What follows belongs to an exercise in optimizing a design on an open flow for small area, a short achievable clock period and few clock cycles; a production flow would make more cautious choices.
RTL that was checked went through simulation tests only; none was proved equivalent to the original.
Power is estimated from default activity; no workload was simulated.

==> build 21: inputs <==
## prb_link
module prb_link #(
    parameter PANEL_W     = 240,
    parameter PANEL_H     = 240,
    parameter LINE_W      = 160,
    parameter SRC_H       = 144,
    parameter MADCTL_INIT = 8'h00,
    parameter COLMOD_16BPP = 8'h55,
    parameter MS_CYCLES   = 8
) (
    input             clk,
    input             rst,
    input             cmd_valid,
    output            cmd_ready,
    input      [12:0] cmd_addr,
    input      [31:0] cmd_data,
    output reg        rsp_valid,
    output     [7:0]  rsp_code,
    output     [15:0] rsp_off,
    output reg        sck,
    output reg        mosi,
    output reg        dc,
    output reg        csn,
    output reg        rstn,
    output reg        bl
);
Settings: LEC_CHECK=0, CAP_MARGIN=20, CORE_MARGIN=2, CORE_UTILIZATION=65, PLACE_DENSITY=0.75, SLEW_MARGIN=20; clock period 8.0 ns.
standard.sh (not shown) runs the stock make flow with config.mk's settings and CLKGATE_MAP_FILE= SYNTH_SCRIPT=/design/flow/synth_recipe.tcl, a recipe that flattens the netlist after the stock synthesis.
==> flow/flow/run.sh <==
#!/bin/bash
# The standard layout (the standard.sh) with:
# - port buffers of buf_4 cells instead of the slow delay buffers that
#   buffer_ports picks by default;
# - timing repair aiming at 5.3 ns of setup slack (about a 2.7 ns period);
# - larger clock-tree sink clusters and no dummy clock loads.
set -euo pipefail
bash standard.sh \
  BUFFER_PORTS_ARGS="-buffer_cell sky130_fd_sc_hd__buf_4" \
  SETUP_SLACK_MARGIN=5.3 \
  CTS_ARGS="-sink_clustering_enable -repair_clock_nets -sink_clustering_size 24 -sink_clustering_max_diameter 80 -dont_use_dummy_load" \
  finish > standard.log 2>&1
==> trial 72 (differences from build 21) <==
--- a/flow/design.v
+++ b/flow/design.v
@@ -61,24 +61,22 @@
     reg [12:0]  xa;
     reg [31:0]  xd;
     reg         xk_mis, xk_lb, xk_pal, xk_reg, xk_drw, xk_op;
     reg         xg;              
     reg [3:0]   xf;              
     reg         ret;             
-    reg [7:0]   pend;            
-    reg         pb;              
     reg [7:0]   lb_ok;
     reg [7:0]  w_cs, w_ce, w_rs, w_re;
     reg        c_inv, c_rng, r_inv, r_rng;
     reg [15:0] f_col;
     reg [7:0]  f_x, f_y, f_w, f_h;   
     reg        f_xb, f_yb, f_wb, f_hb;
     reg        f_wz, f_hz;
     reg        sopen;
     reg        rdy;
-    reg        s_idle, s_scan, s_pre, s_next, s_byte, s_wait;
+    reg        s_idle, s_scan, s_next, s_byte, s_wait;
     reg [2:0]  op;
     reg        o_draw, o_fill;
     reg [4:0]  step;
     reg [7:0]  col, row;
     reg        half;
     reg        lc_r, lr_r;       
@@ -95,34 +93,24 @@
     reg        pfe;
     reg [1:0]  pw;
     reg [10:0] wcnt;
     reg        wz;               
     reg [3:0]  rcode;
     reg [12:0] roff;
-    reg [1:0]  ik;
-    reg [7:0]  iv;
-    reg        idc, ife, ipix;
-    reg [1:0]  ipw;
     assign cmd_ready = rdy;
     assign rsp_code  = {4'h0, rcode};
     assign rsp_off   = {3'b000, roff};
     wire [4:0]  rsel   = xa[6:2];
     wire [7:0]  lb_i   = xa[9:2];
     wire [3:0]  pal_k  = xa[5:2];
     wire [15:0] d_lo   = xd[15:0];
     wire [15:0] d_hi   = xd[31:16];
     wire        xk_wr  = xk_lb | xk_pal;
-    wire        pz     = (pend == 8'd0);
     wire        x_new  = xv & ~xc & ~xr;                     
-    wire        x_run  = x_new & ~xk_op & ~xk_wr & s_idle & pz;  
-    wire        x_scan = xk_drw & (lb_ok != LINE_W);         
-    wire        x_op1  = x_new & xk_op & s_idle & (pz | (xk_drw & ~x_scan));  
+    wire        x_run  = x_new & ~xk_op & ~xk_wr;            
     wire        x_go   = xc & xg;                            
-    wire        x_flt  = xc & ~xg & pz;                      
-    wire        x_hold = x_scan | (~xk_drw & ((rsel == 5'h16) | (rsel == 5'h1C) |
-                                              (rsel == 5'h1D) | (rsel == 5'h1F)));
     wire        lb_kg  = (xd[7:4] == 4'h0) & pal_v[xd[3:0]];
     wire [8:0]  f_xe   = {1'b0, f_x} + {1'b0, f_w};         
     wire [8:0]  f_ye   = {1'b0, f_y} + {1'b0, f_h};
     wire        f_orng = f_xb | f_wb | f_yb | f_hb |
                          (f_xe >= PANEL_W) | (f_ye >= PANEL_H);
     reg [3:0] chk;
@@ -243,41 +231,27 @@
             default: it_k = IT_END;
         endcase
     end
     wire [15:0] pc    = o_fill ? f_col : pcol;
     wire [7:0]  pbyte = half ? pc[7:0] : pc[15:8];
     wire need  = s_next | (blast & (pw == 2'd0)) | (s_wait & wz);
-    wire stall = (ipix & o_draw & ~half & ~pc_v) | ((ik == IT_END) & pb);
+    wire stall = it_pix & o_draw & ~half & ~pc_v;
     wire ld    = need & ~stall;
-    wire lo_ld = ld & ipix & half;
+    wire lo_ld = ld & it_pix & half;
     wire fetch   = o_draw & ~s_idle & ~s_scan;
     wire lb_cap  = fetch & ~ni_v & (col[3:0] == ph) & (col < LINE_W);
     wire pal_cap = fetch & ni_v & (nidx == ph) & (~pc_v | lo_ld);
     wire scan_al  = (col[3:0] == ph);
     wire scan_bad = s_scan & scv & (lbq[4] | ~pal_v[lbq[3:0]]);
     wire scan_ok  = s_scan & scv & ~scan_bad & (col == LINE_W);
-    wire op_end  = (ld & (ik == IT_END)) | scan_bad;
-    wire inc     = ret & ~s_idle;
-    wire dec     = ~pz & (pb | s_idle);
-    wire [7:0] pend_n = pend + {7'd0, inc} - {7'd0, dec};
-    wire pz_n    = (pz & ~inc) | ((pend == 8'd1) & dec & ~inc);
-    wire idle_n  = (s_idle & ~x_go) | op_end;
-    wire pb_n    = (x_go | pb) & ~pz_n;
-    wire drw_n   = x_go ? xk_drw : o_draw;
-    wire x_cons  = ret | x_run | x_flt | (x_go & ~x_hold) | (xr & op_end);
+    wire op_end  = (ld & (it_k == IT_END)) | scan_bad;
+    wire x_cons  = ret | x_run | (xc & ~xg) | (xr & op_end);
     wire xv_n    = acc | (xv & ~x_cons);
-    wire room_n  = ~(pend_n[7] & pend_n[6]);                 
-    wire ok_a    = (idle_n & pz_n) |
-                   (~idle_n & ~pb_n & room_n & (~drw_n | (a_lb & ~x_go & (a[9:2] < col))));
-    wire ok_x    = (idle_n & pz_n) |
-                   (~idle_n & ~pb_n & room_n & (~drw_n | (xk_lb & ~x_go & (lb_i < col))));
-    wire ret_n   = acc ? ((a_lb | a_pal) & a_al & ok_a)
-                       : (xv & ~x_cons & xk_wr & (pal_k == ph_n) & ok_x);
-    wire run_n   = acc ? (~a_op & ~a_lb & ~a_pal & idle_n & pz_n)
-                       : (xv & ~x_cons & ~xk_op & ~xk_wr & idle_n & pz_n);
-    wire done_n  = ret_n | run_n;
+    wire ret_n   = acc ? ((a_lb | a_pal) & a_al)
+                       : (xv & ~x_cons & xk_wr & (pal_k == ph_n));
+    wire done_n  = acc ? a_next : ret_n;
     wire sweep_n = sweep & (ph != 4'd15);
     integer r, s;
     always @(posedge clk) begin
         for (r = 0; r < NRING; r = r + 1) begin
             for (s = 0; s < 15; s = s + 1)
                 lbr[(16*r+s)*5 +: 5] <= lbr[(16*r+s+1)*5 +: 5];
@@ -291,18 +265,12 @@
         for (s = 0; s < 15; s = s + 1)
             palr[16*s +: 16] <= palr[16*(s+1) +: 16];
         palr[16*15 +: 16] <= (ret & xk_pal) ? d_lo : pal_port;
     end
     always @(posedge clk) begin
         lbq  <= lbp;
-        ik   <= it_k;
-        iv   <= it_v;
-        idc  <= it_dc;
-        ife  <= it_fe;
-        ipix <= it_pix;
-        ipw  <= it_pw;
         lc_r <= lastc;
         lr_r <= lastr;
         if (rdy | ~xv) begin
             xa     <= cmd_addr;
             xd     <= cmd_data;
             xk_mis <= a_mis;
@@ -317,13 +285,13 @@
             xf <= chk;
         end
         if (lb_cap)
             nidx <= lbp[3:0];
         if (pal_cap)
             pcol <= pal_port;
-        if (ld & (ik == IT_BYTE))
+        if (ld & (it_k == IT_BYTE))
             hi <= 1'b0;
         else if (s_byte)
             hi <= ~hi;
     end
     always @(posedge clk) begin
         if (rst) begin
@@ -350,17 +318,14 @@
         if (rst) begin
             rdy       <= 1'b0;
             xv        <= 1'b0;
             xc        <= 1'b0;
             xr        <= 1'b0;
             ret       <= 1'b0;
-            pend      <= 8'd0;
-            pb        <= 1'b0;
             s_idle    <= 1'b1;
             s_scan    <= 1'b0;
-            s_pre     <= 1'b0;
             s_next    <= 1'b0;
             s_byte    <= 1'b0;
             s_wait    <= 1'b0;
             op        <= OP_INIT;
             o_draw    <= 1'b0;
             o_fill    <= 1'b0;
@@ -393,23 +358,18 @@
             pc_v      <= 1'b0;
         end else begin
             rsp_valid <= 1'b0;
             rdy       <= ~sweep_n & (~xv_n | done_n);
             xv        <= xv_n;
             ret       <= ret_n;
-            pend      <= pend_n;
-            pb        <= pb_n;
-            xc        <= x_op1 | (xc & ~xg & ~pz);
-            if (x_go & x_hold)
+            xc        <= x_new & xk_op;
+            if (x_go)
                 xr <= 1'b1;
             if (xr & op_end)
                 xr <= 1'b0;
-            s_pre     <= 1'b0;
-            if (s_pre)
-                s_next <= 1'b1;
-            if ((ret & s_idle) | dec) begin
+            if (ret) begin
                 rsp_valid <= 1'b1;
                 rcode     <= F_NONE;
                 roff      <= 13'h0;
             end
             if (x_run) begin
                 rsp_valid <= 1'b1;
@@ -463,20 +423,20 @@
                             f_hz <= (xd[31:16] == 16'd0);
                         end
                         default: bl <= xd[0];  
                     endcase
                 end
             end
-            if (x_flt) begin
+            if (xc & ~xg) begin
                 rsp_valid <= 1'b1;
                 rcode     <= xf;
                 roff      <= xa;
             end
             if (x_go) begin
                 s_idle <= 1'b0;
-                s_pre  <= 1'b1;
+                s_next <= 1'b1;
                 o_draw <= 1'b0;
                 o_fill <= 1'b0;
                 if (xk_drw) begin
                     op     <= OP_DRAW;
                     o_draw <= 1'b1;
                     col    <= lb_ok;
@@ -491,13 +451,13 @@
                         col  <= 8'd0;
                         row  <= 8'd0;
                         half <= 1'b0;
                         ni_v <= 1'b0;
                         pc_v <= 1'b0;
                     end else begin
-                        s_pre  <= 1'b0;
+                        s_next <= 1'b0;
                         s_scan <= 1'b1;
                     end
                 end else begin
                     case (rsel)
                         5'h10: begin  
                             w_cs <= 8'd0; w_ce <= PANEL_W - 1;
@@ -567,13 +527,13 @@
                     col  <= 8'd0;
                     row  <= 8'd0;
                     half <= 1'b0;
                     ni_v <= 1'b0;
                     pc_v <= 1'b0;
                     s_scan <= 1'b0;
-                    s_pre  <= 1'b1;
+                    s_next <= 1'b1;
                 end
             end
             if (lb_cap) begin
                 ni_v <= 1'b1;
                 col  <= col + 8'd1;
             end
@@ -623,22 +583,22 @@
                     csn <= 1'b1;
                 pfe    <= 1'b0;
                 step   <= step + 5'd1;
                 s_next <= 1'b0;
                 s_byte <= 1'b0;
                 s_wait <= 1'b0;
-                case (ik)
+                case (it_k)
                     IT_BYTE: begin
-                        sh     <= ipix ? pbyte : iv;
-                        mosi   <= ipix ? pbyte[7] : iv[7];
-                        dc     <= idc;
+                        sh     <= it_pix ? pbyte : it_v;
+                        mosi   <= it_pix ? pbyte[7] : it_v[7];
+                        dc     <= it_dc;
                         bc     <= 3'd0;
-                        pfe    <= ife;
-                        pw     <= ipw;
+                        pfe    <= it_fe;
+                        pw     <= it_pw;
                         s_byte <= 1'b1;
-                        if (ipix) begin
+                        if (it_pix) begin
                             step <= step;
                             if (!half) begin
                                 half <= 1'b1;
                             end else begin
                                 half <= 1'b0;
                                 if (o_draw) begin
==> build 85 (differences from build 21) <==
--- a/flow/design.v
+++ b/flow/design.v
@@ -61,14 +61,12 @@
     reg [12:0]  xa;
     reg [31:0]  xd;
     reg         xk_mis, xk_lb, xk_pal, xk_reg, xk_drw, xk_op;
     reg         xg;              
     reg [3:0]   xf;              
     reg         ret;             
-    reg [7:0]   pend;            
-    reg         pb;              
     reg [7:0]   lb_ok;
     reg [7:0]  w_cs, w_ce, w_rs, w_re;
     reg        c_inv, c_rng, r_inv, r_rng;
     reg [15:0] f_col;
     reg [7:0]  f_x, f_y, f_w, f_h;   
     reg        f_xb, f_yb, f_wb, f_hb;
@@ -108,21 +106,15 @@
     wire [4:0]  rsel   = xa[6:2];
     wire [7:0]  lb_i   = xa[9:2];
     wire [3:0]  pal_k  = xa[5:2];
     wire [15:0] d_lo   = xd[15:0];
     wire [15:0] d_hi   = xd[31:16];
     wire        xk_wr  = xk_lb | xk_pal;
-    wire        pz     = (pend == 8'd0);
     wire        x_new  = xv & ~xc & ~xr;                     
-    wire        x_run  = x_new & ~xk_op & ~xk_wr & s_idle & pz;  
-    wire        x_scan = xk_drw & (lb_ok != LINE_W);         
-    wire        x_op1  = x_new & xk_op & s_idle & (pz | (xk_drw & ~x_scan));  
+    wire        x_run  = x_new & ~xk_op & ~xk_wr;            
     wire        x_go   = xc & xg;                            
-    wire        x_flt  = xc & ~xg & pz;                      
-    wire        x_hold = x_scan | (~xk_drw & ((rsel == 5'h16) | (rsel == 5'h1C) |
-                                              (rsel == 5'h1D) | (rsel == 5'h1F)));
     wire        lb_kg  = (xd[7:4] == 4'h0) & pal_v[xd[3:0]];
     wire [8:0]  f_xe   = {1'b0, f_x} + {1'b0, f_w};         
     wire [8:0]  f_ye   = {1'b0, f_y} + {1'b0, f_h};
     wire        f_orng = f_xb | f_wb | f_yb | f_hb |
                          (f_xe >= PANEL_W) | (f_ye >= PANEL_H);
     reg [3:0] chk;
@@ -243,41 +235,27 @@
             default: it_k = IT_END;
         endcase
     end
     wire [15:0] pc    = o_fill ? f_col : pcol;
     wire [7:0]  pbyte = half ? pc[7:0] : pc[15:8];
     wire need  = s_next | (blast & (pw == 2'd0)) | (s_wait & wz);
-    wire stall = (ipix & o_draw & ~half & ~pc_v) | ((ik == IT_END) & pb);
+    wire stall = ipix & o_draw & ~half & ~pc_v;
     wire ld    = need & ~stall;
     wire lo_ld = ld & ipix & half;
     wire fetch   = o_draw & ~s_idle & ~s_scan;
     wire lb_cap  = fetch & ~ni_v & (col[3:0] == ph) & (col < LINE_W);
     wire pal_cap = fetch & ni_v & (nidx == ph) & (~pc_v | lo_ld);
     wire scan_al  = (col[3:0] == ph);
     wire scan_bad = s_scan & scv & (lbq[4] | ~pal_v[lbq[3:0]]);
     wire scan_ok  = s_scan & scv & ~scan_bad & (col == LINE_W);
     wire op_end  = (ld & (ik == IT_END)) | scan_bad;
-    wire inc     = ret & ~s_idle;
-    wire dec     = ~pz & (pb | s_idle);
-    wire [7:0] pend_n = pend + {7'd0, inc} - {7'd0, dec};
-    wire pz_n    = (pz & ~inc) | ((pend == 8'd1) & dec & ~inc);
-    wire idle_n  = (s_idle & ~x_go) | op_end;
-    wire pb_n    = (x_go | pb) & ~pz_n;
-    wire drw_n   = x_go ? xk_drw : o_draw;
-    wire x_cons  = ret | x_run | x_flt | (x_go & ~x_hold) | (xr & op_end);
+    wire x_cons  = ret | x_run | (xc & ~xg) | (xr & op_end);
     wire xv_n    = acc | (xv & ~x_cons);
-    wire room_n  = ~(pend_n[7] & pend_n[6]);                 
-    wire ok_a    = (idle_n & pz_n) |
-                   (~idle_n & ~pb_n & room_n & (~drw_n | (a_lb & ~x_go & (a[9:2] < col))));
-    wire ok_x    = (idle_n & pz_n) |
-                   (~idle_n & ~pb_n & room_n & (~drw_n | (xk_lb & ~x_go & (lb_i < col))));
-    wire ret_n   = acc ? ((a_lb | a_pal) & a_al & ok_a)
-                       : (xv & ~x_cons & xk_wr & (pal_k == ph_n) & ok_x);
-    wire run_n   = acc ? (~a_op & ~a_lb & ~a_pal & idle_n & pz_n)
-                       : (xv & ~x_cons & ~xk_op & ~xk_wr & idle_n & pz_n);
-    wire done_n  = ret_n | run_n;
+    wire ret_n   = acc ? ((a_lb | a_pal) & a_al)
+                       : (xv & ~x_cons & xk_wr & (pal_k == ph_n));
+    wire done_n  = acc ? a_next : ret_n;
     wire sweep_n = sweep & (ph != 4'd15);
     integer r, s;
     always @(posedge clk) begin
         for (r = 0; r < NRING; r = r + 1) begin
             for (s = 0; s < 15; s = s + 1)
                 lbr[(16*r+s)*5 +: 5] <= lbr[(16*r+s+1)*5 +: 5];
@@ -350,14 +328,12 @@
         if (rst) begin
             rdy       <= 1'b0;
             xv        <= 1'b0;
             xc        <= 1'b0;
             xr        <= 1'b0;
             ret       <= 1'b0;
-            pend      <= 8'd0;
-            pb        <= 1'b0;
             s_idle    <= 1'b1;
             s_scan    <= 1'b0;
             s_pre     <= 1'b0;
             s_next    <= 1'b0;
             s_byte    <= 1'b0;
             s_wait    <= 1'b0;
@@ -393,23 +369,21 @@
             pc_v      <= 1'b0;
         end else begin
             rsp_valid <= 1'b0;
             rdy       <= ~sweep_n & (~xv_n | done_n);
             xv        <= xv_n;
             ret       <= ret_n;
-            pend      <= pend_n;
-            pb        <= pb_n;
-            xc        <= x_op1 | (xc & ~xg & ~pz);
-            if (x_go & x_hold)
+            xc        <= x_new & xk_op;
+            if (x_go)
                 xr <= 1'b1;
             if (xr & op_end)
                 xr <= 1'b0;
             s_pre     <= 1'b0;
             if (s_pre)
                 s_next <= 1'b1;
-            if ((ret & s_idle) | dec) begin
+            if (ret) begin
                 rsp_valid <= 1'b1;
                 rcode     <= F_NONE;
                 roff      <= 13'h0;
             end
             if (x_run) begin
                 rsp_valid <= 1'b1;
@@ -463,13 +437,13 @@
                             f_hz <= (xd[31:16] == 16'd0);
                         end
                         default: bl <= xd[0];  
                     endcase
                 end
             end
-            if (x_flt) begin
+            if (xc & ~xg) begin
                 rsp_valid <= 1'b1;
                 rcode     <= xf;
                 roff      <= xa;
             end
             if (x_go) begin
                 s_idle <= 1'b0;
==> flow/flow/run.sh (replaced) <==
#!/bin/bash
# The standard layout (the standard.sh) with: port buffers of buf_4 cells
# instead of the slow delay buffers buffer_ports picks by default; timing
# repair aiming at 5 ns of setup slack; larger clock-tree sink clusters and
# no dummy clock loads.
set -euo pipefail
bash standard.sh \
  BUFFER_PORTS_ARGS="-buffer_cell sky130_fd_sc_hd__buf_4" \
  SETUP_SLACK_MARGIN=5.45 \
  CTS_ARGS="-sink_clustering_enable -repair_clock_nets -sink_clustering_size 30 -sink_clustering_max_diameter 80 -dont_use_dummy_load" \
  finish > standard.log 2>&1
==> results.txt <==
Startpoint type of the worst setup path: trial 72 flip-flop; build 85 flip-flop; build 21 input pin
Outcome: trial 72 complete, no violations; build 85 complete, no violations; build 21 complete, no violations
Syn avg cell area: trial 72 12.6 sq um; build 85 12.6 sq um; build 21 12.2 sq um
Sequential element share of the synthesized area: trial 72 72.2%; build 85 72.0%; build 21 70.9%
Clock latency reported for the late side of the worst-skew pair: trial 72 0.64 ns; build 85 0.67 ns; build 21 0.66 ns
Reg area: trial 72 0.0281 sq mm; build 85 0.0283 sq mm; build 21 0.0285 sq mm
Count of state elements after synthesis: trial 72 1,349; build 85 1,365; build 21 1,374
Number of clock buffers inserted by TritonCTS: trial 72 67; build 85 57; build 21 70
Via-per-instance ratio: trial 72 5.87; build 85 5.94; build 21 5.98
Crit path max fanout: trial 72 6; build 85 3; build 21 3
Count of inverters other than clock inverters in the layout: trial 72 55; build 85 55; build 21 74
Proportion of layout cells with a drive suffix above 1: trial 72 15.9%; build 85 13.4%; build 21 13.0%
Post-Place Worst Slack: trial 72 4.14 ns; build 85 3.48 ns; build 21 4.07 ns
Worst setup EP type: trial 72 flip-flop; build 85 output pin; build 21 flip-flop
Final net count: trial 72 3,313; build 85 3,312; build 21 3,521
Int Pwr: trial 72 8.38 mW; build 85 8.24 mW; build 21 8.81 mW
Met3 Track Usage GR: trial 72 4.58%; build 85 3.88%; build 21 4.87%
Maximum number of pins on one net before global-route repair: trial 72 87; build 85 72; build 21 82
Num sequential: trial 72 1,349; build 85 1,365; build 21 1,374
Testbench counts of build 85, summed over its fixed seeds: cycles 170,644.
The RTL of build 21 and trial 72 was laid out without a check of its function.

## static timing again, ports no longer ideal
In the flow no input, the clock included, has a driving cell. The finished layouts below were timed again as built, in two steps.
Step 1 assumes that a clkbuf_16 drives the clock port and a buf_2 every other input.
Step 2 adds t to the input delays and takes it off the output delays; t is the mean of the earliest and latest rising clock arrival at the registers after step 1. Input paths then give back, and output paths get back, about the clock's delay inside the block.
Three values: ideal ports, drivers, drivers and shift; two values: the first two.
run | t (ns) | slack for setup (ns) | worst setup path after step 2
build 21 | 0.679 | 5.089 / 5.113 / 4.446 | input to register
trial 72 | 0.676 | 5.115 / 5.115 / 4.646 | input to register
build 85 | 0.698 | 5.237 / 5.173 / 4.838 | input to register
After both steps setup and hold are still met in every run listed. The setup slack of build 21, which loses most, moves by +0.024 ns with the drivers and by -0.643 ns with both steps.
